From an optimization exercise on the open Yosys and OpenROAD flow, aimed at small area and few clock cycles; shortcuts taken in it are not production practice. In this exercise RTL edits were held to simulation tests only and were not proved equivalent to the original. Power and IR drop assume default switching activity.

`config.mk`:
```
export PLATFORM = sky130hd
export DESIGN_NAME = sponge_engine
export DESIGN_NICKNAME = sponge_engine
export VERILOG_FILES = /design/flow/design.v
export SDC_FILE = /design/flow/constraint.sdc
export NUM_CORES = 8
export LEC_CHECK = 0
export CAP_MARGIN = 20
export CORE_MARGIN = 2
export CORE_UTILIZATION = 40
export SLEW_MARGIN = 20
```
`constraint.sdc`:
```
create_clock -name core_clock -period 14.0 [get_ports {clk}]
set_input_delay 2.8000 -clock core_clock [delete_from_list [all_inputs] [get_ports {clk}]]
set_output_delay 2.8000 -clock core_clock [all_outputs]
set_load 0.01 [all_outputs]
```
`design.v`:
```
module sponge_engine (
    input  wire          clk,
    input  wire          rst,
    input  wire          cmd_valid,
    output wire          cmd_ready,
    input  wire [31:0]   cmd_hdr,
    input  wire          din_valid,
    output wire          din_ready,
    input  wire [126:0]  din_data,
    output wire          rsp_valid,
    input  wire          rsp_ready,
    output wire [31:0]   rsp_word,
    output wire          dout_valid,
    input  wire          dout_ready,
    output wire [126:0]  dout_data,
    output wire          dout_last,
    output wire          preq_valid,
    input  wire          preq_ready,
    output wire [507:0]  preq_state,
    input  wire          prsp_valid,
    output wire          prsp_ready,
    input  wire [507:0]  prsp_state,
    output wire          st_busy,
    output wire [2:0]    st_fault,
    output wire [4:0]    st_io_count,
    output wire [4:0]    st_pattern_len,
    output wire [5:0]    st_out_len
);
    localparam FB          = 127;
    localparam [FB-1:0] P  = {FB{1'b1}};       
    localparam RATE        = 3;
    localparam PATTERN_MAX = 16;
    localparam OUT_MAX     = 32;
    localparam [3:0] IDLE      = 4'd0,
                     START_CLR = 4'd1,
                     START_PAT = 4'd2,
                     START_TAG = 4'd3,
                     ABS_ELEM  = 4'd4,
                     SQZ_ELEM  = 4'd5,
                     PERM_REQ  = 4'd6,
                     PERM_WAIT = 4'd7,
                     FIN_CLR   = 4'd8,
                     DRAIN     = 4'd9,
                     RESP      = 4'd10,
                     DOUT      = 4'd11;
    localparam [1:0] OP_START = 2'd0, OP_ABSORB = 2'd1, OP_SQUEEZE = 2'd2, OP_FINISH = 2'd3;
    localparam [2:0] ST_OK = 3'd0, ST_MISMATCH = 3'd1, ST_EXHAUSTED = 3'd2,
                     ST_BADPAT = 3'd3, ST_CAPACITY = 3'd4, ST_BADCMD = 3'd5;
    reg [FB-1:0] lane [0:3];
    reg [15:0]   pat  [0:PATTERN_MAX-1];
    reg [FB-1:0] outb [0:OUT_MAX-1];
    reg [4:0]    pattern_len;
    reg [4:0]    io_count;
    reg [1:0]    absorb_pos;
    reg [1:0]    squeeze_pos;
    reg [5:0]    out_len;
    reg [2:0]    fault;
    reg [3:0]    phase;
    reg [1:0]    cur_op;
    reg [15:0]   cur_len;
    reg [16:0]   rem;
    reg [2:0]    pend;
    reg [4:0]    wr_idx;
    reg [5:0]    dout_idx;
    assign cmd_ready  = !rst && (phase == IDLE);
    assign din_ready  = !rst && ((phase == START_PAT) || (phase == START_TAG) ||
                                 ((phase == ABS_ELEM) && (absorb_pos != RATE)) ||
                                 ((phase == DRAIN) && (rem != 17'd0)));
    assign preq_valid = !rst && (phase == PERM_REQ);
    assign prsp_ready = !rst && (phase == PERM_WAIT);
    assign rsp_valid  = !rst && (phase == RESP);
    assign dout_valid = !rst && (phase == DOUT);
    wire cmd_fire  = cmd_valid  && cmd_ready;
    wire din_fire  = din_valid  && din_ready;
    wire preq_fire = preq_valid && preq_ready;
    wire prsp_fire = prsp_valid && prsp_ready;
    wire rsp_fire  = rsp_valid  && rsp_ready;
    wire dout_fire = dout_valid && dout_ready;
    assign preq_state = {lane[3], lane[2], lane[1], lane[0]};
    wire        rsp_has_count = (cur_op == OP_SQUEEZE) && (pend == ST_OK);
    wire [15:0] rsp_count     = rsp_has_count ? {10'd0, out_len} : 16'd0;
    assign rsp_word  = {6'd0, cur_op, rsp_count, 5'd0, pend};
    assign dout_data = outb[dout_idx[4:0]];
    assign dout_last = (dout_idx == out_len - 6'd1);
    assign st_busy        = (phase != IDLE);
    assign st_fault       = fault;
    assign st_io_count    = io_count;
    assign st_pattern_len = pattern_len;
    assign st_out_len     = out_len;
    wire [1:0]  h_op   = cmd_hdr[1:0];
    wire [15:0] h_len  = cmd_hdr[23:8];
    wire        h_ok   = (cmd_hdr[7:2] == 6'd0) && (cmd_hdr[31:24] == 8'd0) &&
                         ((h_op == OP_START) || (h_op == OP_ABSORB) || (h_len == 16'd0));
    wire [16:0] h_paylen = (h_op == OP_START)  ? ({1'b0, h_len} + 17'd1) :
                           (h_op == OP_ABSORB) ? {1'b0, h_len} : 17'd0;
    wire [15:0] cur_entry = pat[io_count[3:0]];
    wire        exhausted = (io_count == pattern_len);
    wire [16:0] out_need  = {11'd0, out_len} + {1'b0, cur_entry};
    wire [FB-1:0] add_a   = lane[absorb_pos + 2'd1];
    wire [FB:0]   add_sum = {1'b0, add_a} + {1'b0, din_data};
    wire [FB:0]   add_red = add_sum - {1'b0, P};
    wire [FB-1:0] add_res = (add_sum >= {1'b0, P}) ? add_red[FB-1:0] : add_sum[FB-1:0];
    wire [FB-1:0] sqz_lane = lane[squeeze_pos + 2'd1];
    wire        pat_bad = (din_data == {FB{1'b0}}) || (din_data[FB-1:16] != {(FB-16){1'b0}});
    integer i;
    always @(posedge clk) begin
        if (rst) begin
            for (i = 0; i < 4; i = i + 1) lane[i] <= {FB{1'b0}};
            for (i = 0; i < PATTERN_MAX; i = i + 1) pat[i] <= 16'd0;
            for (i = 0; i < OUT_MAX; i = i + 1) outb[i] <= {FB{1'b0}};
            pattern_len <= 5'd0;
            io_count    <= 5'd0;
            absorb_pos  <= 2'd0;
            squeeze_pos <= 2'd0;
            out_len     <= 6'd0;
            fault       <= 3'd0;
            phase       <= IDLE;
            cur_op      <= 2'd0;
            cur_len     <= 16'd0;
            rem         <= 17'd0;
            pend        <= 3'd0;
            wr_idx      <= 5'd0;
            dout_idx    <= 6'd0;
        end else begin
            case (phase)
                IDLE: if (cmd_fire) begin
                    cur_op  <= h_op;
                    cur_len <= h_len;
                    rem     <= h_paylen;
                    pend    <= ST_OK;
                    if (!h_ok) begin
                        pend <= ST_BADCMD;
                        if (fault == 3'd0) fault <= ST_BADCMD;
                        phase <= DRAIN;
                    end else begin
                        case (h_op)
                            OP_START: phase <= START_CLR;
                            OP_ABSORB: begin
                                if (exhausted) begin
                                    pend <= ST_EXHAUSTED;
                                    if (fault == 3'd0) fault <= ST_EXHAUSTED;
                                    phase <= DRAIN;
                                end else if (cur_entry != h_len) begin
                                    pend <= ST_MISMATCH;
                                    if (fault == 3'd0) fault <= ST_MISMATCH;
                                    phase <= DRAIN;
                                end else begin
                                    phase <= ABS_ELEM;
                                end
                            end
                            OP_SQUEEZE: begin
                                if (exhausted) begin
                                    pend <= ST_EXHAUSTED;
                                    if (fault == 3'd0) fault <= ST_EXHAUSTED;
                                    phase <= RESP;
                                end else if (out_need > OUT_MAX) begin
                                    pend <= ST_CAPACITY;
                                    if (fault == 3'd0) fault <= ST_CAPACITY;
                                    phase <= RESP;
                                end else begin
                                    rem   <= {1'b0, cur_entry};
                                    phase <= SQZ_ELEM;
                                end
                            end
                            OP_FINISH: phase <= FIN_CLR;
                        endcase
                    end
                end
                START_CLR: begin
                    for (i = 0; i < 4; i = i + 1) lane[i] <= {FB{1'b0}};
                    for (i = 0; i < PATTERN_MAX; i = i + 1) pat[i] <= 16'd0;
                    for (i = 0; i < OUT_MAX; i = i + 1) outb[i] <= {FB{1'b0}};
                    pattern_len <= 5'd0;
                    io_count    <= 5'd0;
                    absorb_pos  <= 2'd0;
                    squeeze_pos <= 2'd0;
                    out_len     <= 6'd0;
                    fault       <= 3'd0;
                    wr_idx      <= 5'd0;
                    if (cur_len > PATTERN_MAX) begin
                        pend  <= ST_CAPACITY;
                        fault <= ST_CAPACITY;
                        phase <= DRAIN;
                    end else if (cur_len == 16'd0) begin
                        phase <= START_TAG;
                    end else begin
                        phase <= START_PAT;
                    end
                end
                START_PAT: if (din_fire) begin
                    rem <= rem - 17'd1;
                    if (pat_bad) begin
                        pend  <= ST_BADPAT;
                        fault <= ST_BADPAT;
                        for (i = 0; i < PATTERN_MAX; i = i + 1) pat[i] <= 16'd0;
                        phase <= DRAIN;
                    end else begin
                        pat[wr_idx[3:0]] <= din_data[15:0];
                        wr_idx <= wr_idx + 5'd1;
                        if ({11'd0, wr_idx} + 16'd1 == cur_len) phase <= START_TAG;
                    end
                end
                START_TAG: if (din_fire) begin
                    lane[0]     <= din_data;
                    pattern_len <= cur_len[4:0];
                    rem         <= rem - 17'd1;
                    phase       <= RESP;
                end
                ABS_ELEM: begin
                    if (absorb_pos == RATE) begin
                        phase <= PERM_REQ;
                    end else if (din_fire) begin
                        lane[absorb_pos + 2'd1] <= add_res;
                        absorb_pos <= absorb_pos + 2'd1;
                        rem <= rem - 17'd1;
                        if (rem == 17'd1) begin
                            io_count    <= io_count + 5'd1;
                            squeeze_pos <= RATE;
                            phase       <= RESP;
                        end
                    end
                end
                SQZ_ELEM: begin
                    if (squeeze_pos == RATE) begin
                        phase <= PERM_REQ;
                    end else begin
                        outb[out_len[4:0]] <= sqz_lane;
                        out_len     <= out_len + 6'd1;
                        squeeze_pos <= squeeze_pos + 2'd1;
                        rem         <= rem - 17'd1;
                        if (rem == 17'd1) begin
                            io_count <= io_count + 5'd1;
                            phase    <= RESP;
                        end
                    end
                end
                PERM_REQ: if (preq_fire) phase <= PERM_WAIT;
                PERM_WAIT: if (prsp_fire) begin
                    lane[0] <= prsp_state[FB-1:0];
                    lane[1] <= prsp_state[2*FB-1:FB];
                    lane[2] <= prsp_state[3*FB-1:2*FB];
                    lane[3] <= prsp_state[4*FB-1:3*FB];
                    absorb_pos <= 2'd0;
                    if (cur_op == OP_SQUEEZE) begin
                        squeeze_pos <= 2'd0;
                        phase <= SQZ_ELEM;
                    end else begin
                        phase <= ABS_ELEM;
                    end
                end
                FIN_CLR: begin
                    for (i = 0; i < 4; i = i + 1) lane[i] <= {FB{1'b0}};
                    for (i = 0; i < PATTERN_MAX; i = i + 1) pat[i] <= 16'd0;
                    for (i = 0; i < OUT_MAX; i = i + 1) outb[i] <= {FB{1'b0}};
                    pattern_len <= 5'd0;
                    io_count    <= 5'd0;
                    absorb_pos  <= 2'd0;
                    squeeze_pos <= 2'd0;
                    out_len     <= 6'd0;
                    phase       <= RESP;
                end
                DRAIN: begin
                    if (rem == 17'd0) phase <= RESP;
                    else if (din_fire) rem <= rem - 17'd1;
                end
                RESP: if (rsp_fire) begin
                    if (rsp_has_count) begin
                        dout_idx <= 6'd0;
                        phase    <= DOUT;
                    end else begin
                        phase <= IDLE;
                    end
                end
                DOUT: if (dout_fire) begin
                    if (dout_last) phase <= IDLE;
                    else dout_idx <= dout_idx + 6'd1;
                end
                default: phase <= IDLE;
            endcase
        end
    end
endmodule
```
`run.sh`:
```
#!/bin/bash
# synth_recipe.tcl (not shown) runs the flow's synth.tcl, then flattens the netlist and writes it again
# the make line also repeats each setting of config.mk as NAME=value (left out here)
make -C /OpenROAD-flow-scripts/flow DESIGN_CONFIG=/design/flow/config.mk WORK_HOME=/design/flow/orfs CLKGATE_MAP_FILE= SYNTH_SCRIPT=/design/flow/synth_recipe.tcl finish
```
==> flow_summary.toml <==
[clock_network]
cts.sinks = 4913
cts_tree = "yes"
cts.clk_slew.worst_paths_ps = 60
cts_hold_buffers = 0
clockBufferDepth = 4
clock_latency_ps = 1180
clk_root_buffer_cell = "clkbuf_16"
cts_made_buffers = 538
cts_setup_buffers = 0
htreeDepth = 6
cts.repair.resized = 0

[placement]
gp_congestion = 1.08
placed_area_mm2 = 0.255
place_inst = 24767
post-dp-hpwl_mm = 726
io_buffers = 1347

[synthesis]
syn_area_per_cell_um2 = 13.8
synthTopCellsByArea = "edfxtp_1 (63%), mux4_2 (14%), nor2_1 (7.2%)"
synth_top_area_share = 0.626
yosysTopAreaCell = "edfxtp_1"
syn_area_mm2 = 0.231
ys_seq_elements = 4913
synth_edf_count = 4828
ys_types = 98
ys_warn_count = 1
yosysMostFrequentCell = "edfxtp_1"
postSynthCellCount = 16772
synthTopCellsByCount = "edfxtp_1 (4828), nor2_1 (4426), mux4_2 (1472), clkbuf_1 (1381), nand2_1 (845)"
synth_flop_cell = "edfxtp_1"
seq_area_frac_synth = 0.634
synthArstFlopShare = 0

[timing]
slew_headroom = 0.162
setup_viol = 0
maxSlewViolCount = 0
max_freq_ghz = 0.0951
final_hold_viol_count = 0
worst_slew_pin_slew_ps = 1250
clock_skew_ps = 117
rsz0062_at_grt = "no"
finalCritPeriodShare = 0.751
fin_crit_ps = 10510
setup_tns_ps = 0

[drt]
drc = 0
routedWlPerCell_um = 42.1
via_per_inst = 6.37
drt_iter0_drc = 25378
drt_wl_total_mm = 1090
dr_total_vias = 164821
dr.pass1.iters = 8
ant_nets = 0

[worst_setup_path]
endpoint_kind = "register"
cp_slowest_cell = "nor3_1"
required_ps = 14820
start_kind = "primary input"
critPathBufInv = 3
cp_top_family = "simple AND/OR/NAND/NOR gates"
critPathKind = "in2reg"
arrival_ps = 11330
crit_chain = "clkdlybuf4s50_1 -> ha_1 -> a21oi_1 -> o21ai_0 -> a22oi_1 -> a21oi_1 -> nor3_1 -> o21ai_0 -> xor2_1 -> nand4_1 -> nor4_1 -> nand2_1 -> nor4_4 -> buf_4 -> o211ai_2 -> buf_4 -> nor3_1 -> xor2_1 -> o21ai_0"
cp_max_fo = 19
slowest_delay_ps = 860
cp_common_cell = "o21ai_0"

[global_route]
grt_max_degree = 159
antenna_found_initial = 183
first_global_vias = 156771
grt_overflow_total = 0
groute.usage.overall = 0.364
grt_pass1_wl_mm = 1440

[power_and_ir_drop]
p_per_area_mw_per_mm2 = 223
ir_drop_v = 0.000263
p_leak_nw = 91.8

[job]
maxCapViolations = 0

[final_layout]
fin_cells = 25856
drive_gt1_frac = 0.181
nFillCells = 50419
nets = 18417
syn2layout_area_growth_pct = 17.3
stdcell_area_mm2 = 0.271
final_util = 0.470

[floorplanning]
die_w_um = 765
coreArea_mm2 = 0.577
placementRows = 279
ios = 1369
start_util = 0.401
die_y_um = 765
die_area_mm2 = 0.585

[hold_path]
hp-class = "reg2reg"

[status]
run_status = "complete, no violations"
[routing by layer]
metal	track usage	wire (µm)
met1	0.439	370000
met2	0.564	499000
met3	0.0878	117000
met4	0.282	101000
met5	0	363
[registers in the layout, summed over array words and instances, names as in the netlist, 6 cells and up, named ones only]
signal,cells
pat,256
dout_idx,6
cur_len,16
out_len,6
outb,4064
lane,508
rem,17
[worst reg2reg max path: cells and delay by family (launching register included)]
kind / cells / cell delay (ps)
simple gates: 6 / 2860
xor+xnor: 2 / 970
fa+ha+maj: 1 / 600
buf+inv: 4 / 1760
mux: 1 / 910
compound gates: 7 / 2460
flops: 1 / 520
[cell usage in the layout, fill, tap and decap left out, types with 26 or more instances in the layout]
master	n
clkbuf_1	128
nand4_1	146
clkdlybuf4s50_1	1346
edfxtp_1	4828
a211oi_1	34
o21ai_4	34
nor4_1	89
o211ai_1	28
nor4_2	29
mux2_2	257
mux2i_1	158
and3_1	34
o21ai_0	473
clkbuf_16	548
buf_4	423
dfxtp_1	75
and2_1	286
a22oi_1	29
mux4_2	1472
xnor2_1	157
or3_1	43
a22o_1	236
o21ai_1	45
nor3_1	147
inv_1	52
clkinv_2	66
diode_2	145
nor2_1	4414
o21ai_2	99
nand3_1	115
buf_12	55
nand2_1	774
clkinv_1	116
a21o_1	43
a21oi_1	299
or2_2	26
nand2_4	71
ha_1	155
xor2_1	94
[cells by family (layout without fill, tap and decap cells)]
kind of cell	count (synthesis)	after routing	share of synthesized area
adder cells (fa/ha/maj)	159	159	0.00866
other	1	166	0.0000162
flip-flops	4913	4913	0.634
AND/OR/NAND/NOR	6361	6361	0.115
buffers and inverters	1628	2820	0.0270
XOR/XNOR	269	269	0.0102
multiplexers	1887	1887	0.163
AO/OA/AOI/OAI	1554	1554	0.0425
[stage by stage]
| step | hold slack [ps] | total power [mW] | setup WS (ps) |
|---|---|---|---|
| detailed placement | 467 | 46.3 | 2780 |
| finish | 477 | 60.6 | 3490 |
| global placement | 464 | 46.0 | 2720 |
| global route | 506 | 61.8 | 3390 |
| floorplan | 449 | 34.7 | 5940 |
| CTS | 478 | 59.9 | 3910 |
[layout make-up]
class | instances | area, µm² | share of cell area
clock buffers | 679 | 14200 | 0.0524
diodes | 145 | 363 | 0.00134
clock inverters | 262 | 2260 | 0.00832
repair buffers | 1827 | 17800 | 0.0656
inverters | 52 | 195 | 0.000719
well taps | 7727 | 9670 | 0.0356
flip-flops and latches | 4913 | 147000 | 0.541
multi-input cells | 10251 | 80200 | 0.295
[where the power goes]
group          leakage (nW)  internal, mW  switching [mW]
combinational          31.2          6.11            16.3
sequential             52.5          22.2            2.28
clock                  8.01          7.62            6.15
[final timing paths]
kind                  from          end  slack [ps]  depth (start not counted)
max            din_data[9]  lane[2][79]        3490                         19
max reg2reg  absorb_pos[0]  lane[2][79]        3640                         21
min            cur_len[12]  cur_len[12]         480                          2
min reg2reg    cur_len[12]  cur_len[12]         480                          2
Testbench counts, summed over its fixed seeds: cycles 14,506.

==> separate check: timing with driven ports <==
The flow's constraints put no driver on any port. The routed layout listed below was extracted and timed again, unchanged, in two steps. Step 1 (the two cells are an assumption about what drives the block):
set clk [get_ports {clk}]
set_driving_cell -lib_cell sky130_fd_sc_hd__clkbuf_16 $clk
set_driving_cell -lib_cell sky130_fd_sc_hd__buf_2 [delete_from_list [all_inputs] $clk]
Step 2 times the ports against the registers' clock, not the clock port: input delays grow and output delays shrink by t, the midpoint of the rising clock arrivals with the driver on. a / b / c = no drivers / after step 1 / after step 2; a / b = the first two.
shift t [ns]: 1.264
slack for setup (ns): 3.487 / 3.563 / 2.299
worst setup path at the end: input to register
slew at the worst register clock pin (ns): 0.09 / 0.09
worst slew at a driven data input, ns: 0.35
After both steps setup and hold are still met in this run. For this run, drivers alone change the setup slack by +0.076 ns; drivers and shift together by -1.188 ns.
